What follows belongs to an exercise in optimizing a design on an open flow for small area, a short achievable clock period and few clock cycles per item; a production flow would make more cautious choices.
RTL that was checked went through simulation tests only; none was proved equivalent to the original.
Power is estimated from default activity; no workload was simulated.

## onyx
Design mm_muldiv, start of the top module:
module mm_muldiv (
    input  wire        clk,
    input  wire        rst,       
    input  wire        start,     
    input  wire [1:0]  op,
    input  wire [23:0] a_in,
    input  wire [23:0] l_in,
    input  wire [23:0] m_in,
    output wire        busy,
    output wire        done,      
    output wire [23:0] a_out,
    output wire [23:0] l_out,
    output wire        err
);
Size: about 920 cells after synthesis, ~98 flip-flops, ~130 I/O pins, about 0.0080 mm2 of cells after synthesis.
==> module mm_muldiv, before the edit <==
module mm_muldiv (
    input  wire        clk,
    input  wire        rst,       
    input  wire        start,     
    input  wire [1:0]  op,
    input  wire [23:0] a_in,
    input  wire [23:0] l_in,
    input  wire [23:0] m_in,
    output wire        busy,
    output wire        done,      
    output wire [23:0] a_out,
    output wire [23:0] l_out,
    output wire        err
);
    localparam OP_SMP = 2'd1;
    localparam OP_MPM = 2'd2;
    localparam OP_DIV = 2'd3;
    localparam PH_MUL  = 3'd1;    
    localparam PH_CHK  = 3'd2;    
    localparam PH_PRE  = 3'd3;    
    localparam PH_DIV  = 3'd4;    
    localparam PH_FIX  = 3'd5;    
    localparam PH_DEN  = 3'd6;    
    reg        busy_r;
    reg [2:0]  ph;
    reg [5:0]  cnt;        
    reg [3:0]  k2;         
    reg        mf;         
    reg        ovf;        
    reg        dz;         
    reg        sgn_q;      
    reg        sgn_r;      
    reg [22:0] mr;         
    reg [23:0] r;          
    reg [23:0] q;          
    reg        c_one;      
    reg        c_two;      
    reg        c_neg;      
    reg        c_xdiv;     
    reg        c_shr;      
    reg        c_hold;     
    reg        c_rot;      
    reg        done_r;
    wire       fin_now = (ph == PH_FIX) && !r[23] && !(ovf && k2 != 4'd0);
    assign busy = busy_r & !fin_now;
    assign done = done_r | fin_now;
    wire        is_div  = (op == OP_DIV);
    wire        is_smp  = (op == OP_SMP);
    wire        m_zero  = (m_in[22:0] == 23'd0);
    wire        ld_dz   = is_div & m_zero;
    wire [23:0] r_load  = is_div ? {1'b0, (m_zero ? l_in[22:0] : a_in[22:0])} : 24'd0;
    wire [23:0] q_load  = is_smp ? {15'd0, a_in[22:14]} :
                          (is_div & !m_zero) ? {l_in[0], 1'b0, l_in[22:1]} :
                          {1'b0, a_in[22:0]};
    wire [22:0] m_load  = is_smp ? {m_in[22:14], 14'd0} : m_in[22:0];
    wire        neg   = c_neg;
    wire [25:0] y_mag = ({26{c_one}} & {3'd0, mr}) | ({26{c_two}} & {2'd0, mr, 1'b0});
    wire [25:0] y     = y_mag ^ {26{neg}};
    wire [25:0] x     = c_xdiv ? {r[23], r, q[22]} : {{2{r[23]}}, r};
    wire [25:0] t     = x + y + {25'd0, neg};
    wire        tneg  = t[23];         
    wire        qin   = c_rot ? q[23] : (!ovf & !tneg);
    always @(posedge clk) begin
        if (!busy) begin
            r     <= r_load;
            q     <= q_load;
            mr    <= m_load;
            k2    <= 4'd0;
            mf    <= !op[0];
            ovf   <= 1'b0;
            dz    <= ld_dz;
            sgn_q <= (op == OP_MPM) ? 1'b0 : (ld_dz ? a_in[23] : a_in[23] ^ m_in[23]);
            sgn_r <= is_div & (m_zero ? l_in[23] : a_in[23]);
        end else begin
            if (c_shr) begin
                r <= t[25:2];
                q <= {t[1:0], q[23:2]};
            end else begin
                r <= t[23:0];
                if (!c_hold)
                    q <= {q[22:0], qin};
            end
            if (ph == PH_PRE && mr[22:21] == 2'b00) begin
                mr <= {mr[20:0], 2'b00};
                k2 <= k2 + 4'd1;
            end
            if (ph == PH_CHK)
                ovf <= !tneg;
        end
    end
    function [2:0] booth;    
        input b1, b0, bm;
        booth = {b0 ^ bm, (b1 & !b0 & !bm) | (!b1 & b0 & bm), b1};
    endfunction
    wire [2:0] dig_load = booth(q_load[1], q_load[0], 1'b0);
    wire [2:0] dig_next = booth(q[3], q[2], q[1]);
    wire       last     = (cnt == 6'd0);
    wire       den_next = ovf && k2 != 4'd0;
    always @(posedge clk) begin
        if (!busy) begin
            {c_one, c_two, c_neg} <= is_div ? 3'b101 : dig_load;
            c_xdiv <= 1'b0;
            c_shr  <= !is_div;
            c_hold <= 1'b0;
            c_rot  <= 1'b1;
            cnt    <= is_smp ? 6'd6 : 6'd11;
        end else begin
            cnt <= cnt - 6'd1;
            case (ph)
                PH_MUL: {c_one, c_two, c_neg} <= dig_next;
                PH_CHK: begin
                    c_neg  <= !tneg;
                    c_xdiv <= tneg;
                    c_rot  <= !tneg;
                    cnt    <= {5'b01011, !tneg};
                end
                PH_PRE: begin
                    c_neg  <= !tneg;
                    if (last) begin
                        c_xdiv <= 1'b1;
                        c_rot  <= 1'b0;
                        cnt    <= 6'd22 + {1'b0, k2, 1'b0};
                    end
                end
                PH_DIV: begin
                    c_neg  <= !tneg;
                    if (last) begin
                        {c_one, c_two, c_neg} <= {tneg, 2'b00};
                        c_xdiv <= 1'b0;
                        c_hold <= 1'b1;
                    end
                end
                PH_FIX: begin
                    {c_one, c_two, c_neg} <= 3'b000;
                    c_shr <= 1'b1;
                    cnt   <= {2'b00, k2} - 6'd1;
                end
                default: ;
            endcase
        end
    end
    always @(posedge clk) begin
        if (rst) begin
            busy_r <= 1'b0;
            done_r <= 1'b0;
            ph     <= 3'd0;
        end else begin
            done_r <= 1'b0;
            if (!busy) begin
                busy_r <= start & !ld_dz;
                done_r <= start & ld_dz;
                ph     <= (!start | ld_dz) ? 3'd0 : is_div ? PH_CHK : PH_MUL;
            end else begin
                case (ph)
                    PH_CHK: ph <= tneg ? PH_DIV : PH_PRE;
                    PH_PRE: if (last) ph <= PH_DIV;
                    PH_DIV: if (last) ph <= PH_FIX;
                    PH_FIX: begin
                        if (den_next)
                            ph <= PH_DEN;
                        else begin
                            busy_r <= 1'b0;
                            ph     <= 3'd0;
                            done_r <= 1'b1;      
                        end
                    end
                    default: if (last) begin    
                        busy_r <= 1'b0;
                        done_r <= 1'b1;
                        ph     <= 3'd0;
                    end
                endcase
            end
        end
    end
    assign a_out = {sgn_q, mf ? {r[21:0], q[23]} : (ovf ? 23'h7FFFFF : q[22:0])};
    assign l_out = {sgn_r & (dz | (r[22:0] != 23'd0)), mf ? q[22:0] : r[22:0]};
    assign err   = ovf | dz;
endmodule
clock: 5.0 ns
lec_check: 0
cap_margin: 20
core_margin: 2
core_utilization: 40
setup_slack_margin: 1.5
slew_margin: 20
standard.sh (not shown) runs the stock make flow with config.mk's settings and CLKGATE_MAP_FILE= SYNTH_SCRIPT=/design/flow/synth_recipe.tcl, a recipe that flattens the netlist after the stock synthesis.
==> flow/flow/run.sh <==
#!/bin/bash
set -euo pipefail
bash standard.sh "BUFFER_PORTS_ARGS=-buffer_cell sky130_fd_sc_hd__buf_1" finish > standard_flow.log 2>&1
onyx: no failed stages, no open violations at the end
diff inputs: onyx => delta
--- a/flow/design.v
+++ b/flow/design.v
@@ -36,6 +36,7 @@
     reg        c_one;      
     reg        c_two;      
     reg        c_neg;      
+    reg        c_nr;       
     reg        c_xdiv;     
     reg        c_shr;      
     reg        c_hold;     
@@ -53,8 +54,8 @@
                           (is_div & !m_zero) ? {l_in[0], 1'b0, l_in[22:1]} :
                           {1'b0, a_in[22:0]};
     wire [22:0] m_load  = is_smp ? {m_in[22:14], 14'd0} : m_in[22:0];
-    wire        neg   = c_neg;
-    wire [25:0] y_mag = ({26{c_one}} & {3'd0, mr}) | ({26{c_two}} & {2'd0, mr, 1'b0});
+    wire        neg   = c_nr ? !r[23] : c_neg;
+    wire [25:0] y_mag = c_one ? {3'd0, mr} : c_two ? {2'd0, mr, 1'b0} : 26'd0;
     wire [25:0] y     = y_mag ^ {26{neg}};
     wire [25:0] x     = c_xdiv ? {r[23], r, q[22]} : {{2{r[23]}}, r};
     wire [25:0] t     = x + y + {25'd0, neg};
@@ -99,6 +100,7 @@
     always @(posedge clk) begin
         if (!busy) begin
             {c_one, c_two, c_neg} <= is_div ? 3'b101 : dig_load;
+            c_nr   <= 1'b0;
             c_xdiv <= 1'b0;
             c_shr  <= !is_div;
             c_hold <= 1'b0;
@@ -109,26 +111,21 @@
             case (ph)
                 PH_MUL: {c_one, c_two, c_neg} <= dig_next;
                 PH_CHK: begin
-                    c_neg  <= !tneg;
+                    c_nr   <= 1'b1;
                     c_xdiv <= tneg;
                     c_rot  <= !tneg;
                     cnt    <= {5'b01011, !tneg};
                 end
-                PH_PRE: begin
-                    c_neg  <= !tneg;
-                    if (last) begin
-                        c_xdiv <= 1'b1;
-                        c_rot  <= 1'b0;
-                        cnt    <= 6'd22 + {1'b0, k2, 1'b0};
-                    end
+                PH_PRE: if (last) begin
+                    c_xdiv <= 1'b1;
+                    c_rot  <= 1'b0;
+                    cnt    <= 6'd22 + {1'b0, k2, 1'b0};
                 end
-                PH_DIV: begin
-                    c_neg  <= !tneg;
-                    if (last) begin
-                        {c_one, c_two, c_neg} <= {tneg, 2'b00};
-                        c_xdiv <= 1'b0;
-                        c_hold <= 1'b1;
-                    end
+                PH_DIV: if (last) begin
+                    {c_one, c_two, c_neg} <= {tneg, 2'b00};
+                    c_nr   <= 1'b0;
+                    c_xdiv <= 1'b0;
+                    c_hold <= 1'b1;
                 end
                 PH_FIX: begin
                     {c_one, c_two, c_neg} <= 3'b000;
Findings:
- For onyx and delta, there was not a single run that failed to finish clean.
- onyx and delta ended up with nearly the same worst-skew pair later-pin latency.
- Cell count after synthesis: delta vs onyx up 25
- Worst slack at placement (higher): delta
- Comparing onyx and delta, the lower global-route usage was measured on onyx.
- From onyx to delta the numbers moved as follows: effective utilization at floorplan rose 0.27 points; cell area after layout rose 3.0%; number of stages on the worst setup path rose 1; total power after layout rose 5.0%; setup slack rose 0.014 ns.
Testbench counts of delta, summed over its fixed seeds: cycles 124,729, items 8,000.
No functional check of the RTL was part of onyx.

==> separate check: timing with driven ports <==
The results above use ideal ports. As a check the final layouts listed here were re-extracted and re-timed, cells and wires unchanged. Step 1 sets driving cells, clkbuf_16 on the clock port and buf_2 on the other inputs (assumed; they add their load-dependent delay and slew). Step 2 times the ports against the registers' clock, not the clock port: input delays grow and output delays shrink by t, the midpoint of the rising clock arrivals with the driver on. Three values: ideal, step 1, step 2; two values: the first two.
| run | t, ns | setup slack, ns | worst hold slack (ns) | pins driven straight from the clock port |
|---|---|---|---|---|
| onyx | 0.402 | 1.492 / 1.492 / 1.200 | 0.507 / 0.507 / 0.507 | 1 |
| delta | 0.402 | 1.506 / 1.506 / 1.506 | 0.488 / 0.488 / 0.488 | 1 |
After both steps every run listed still meets setup and hold. The setup slack of onyx, which loses most, moves by 0.000 ns with the drivers and by -0.292 ns with both steps.
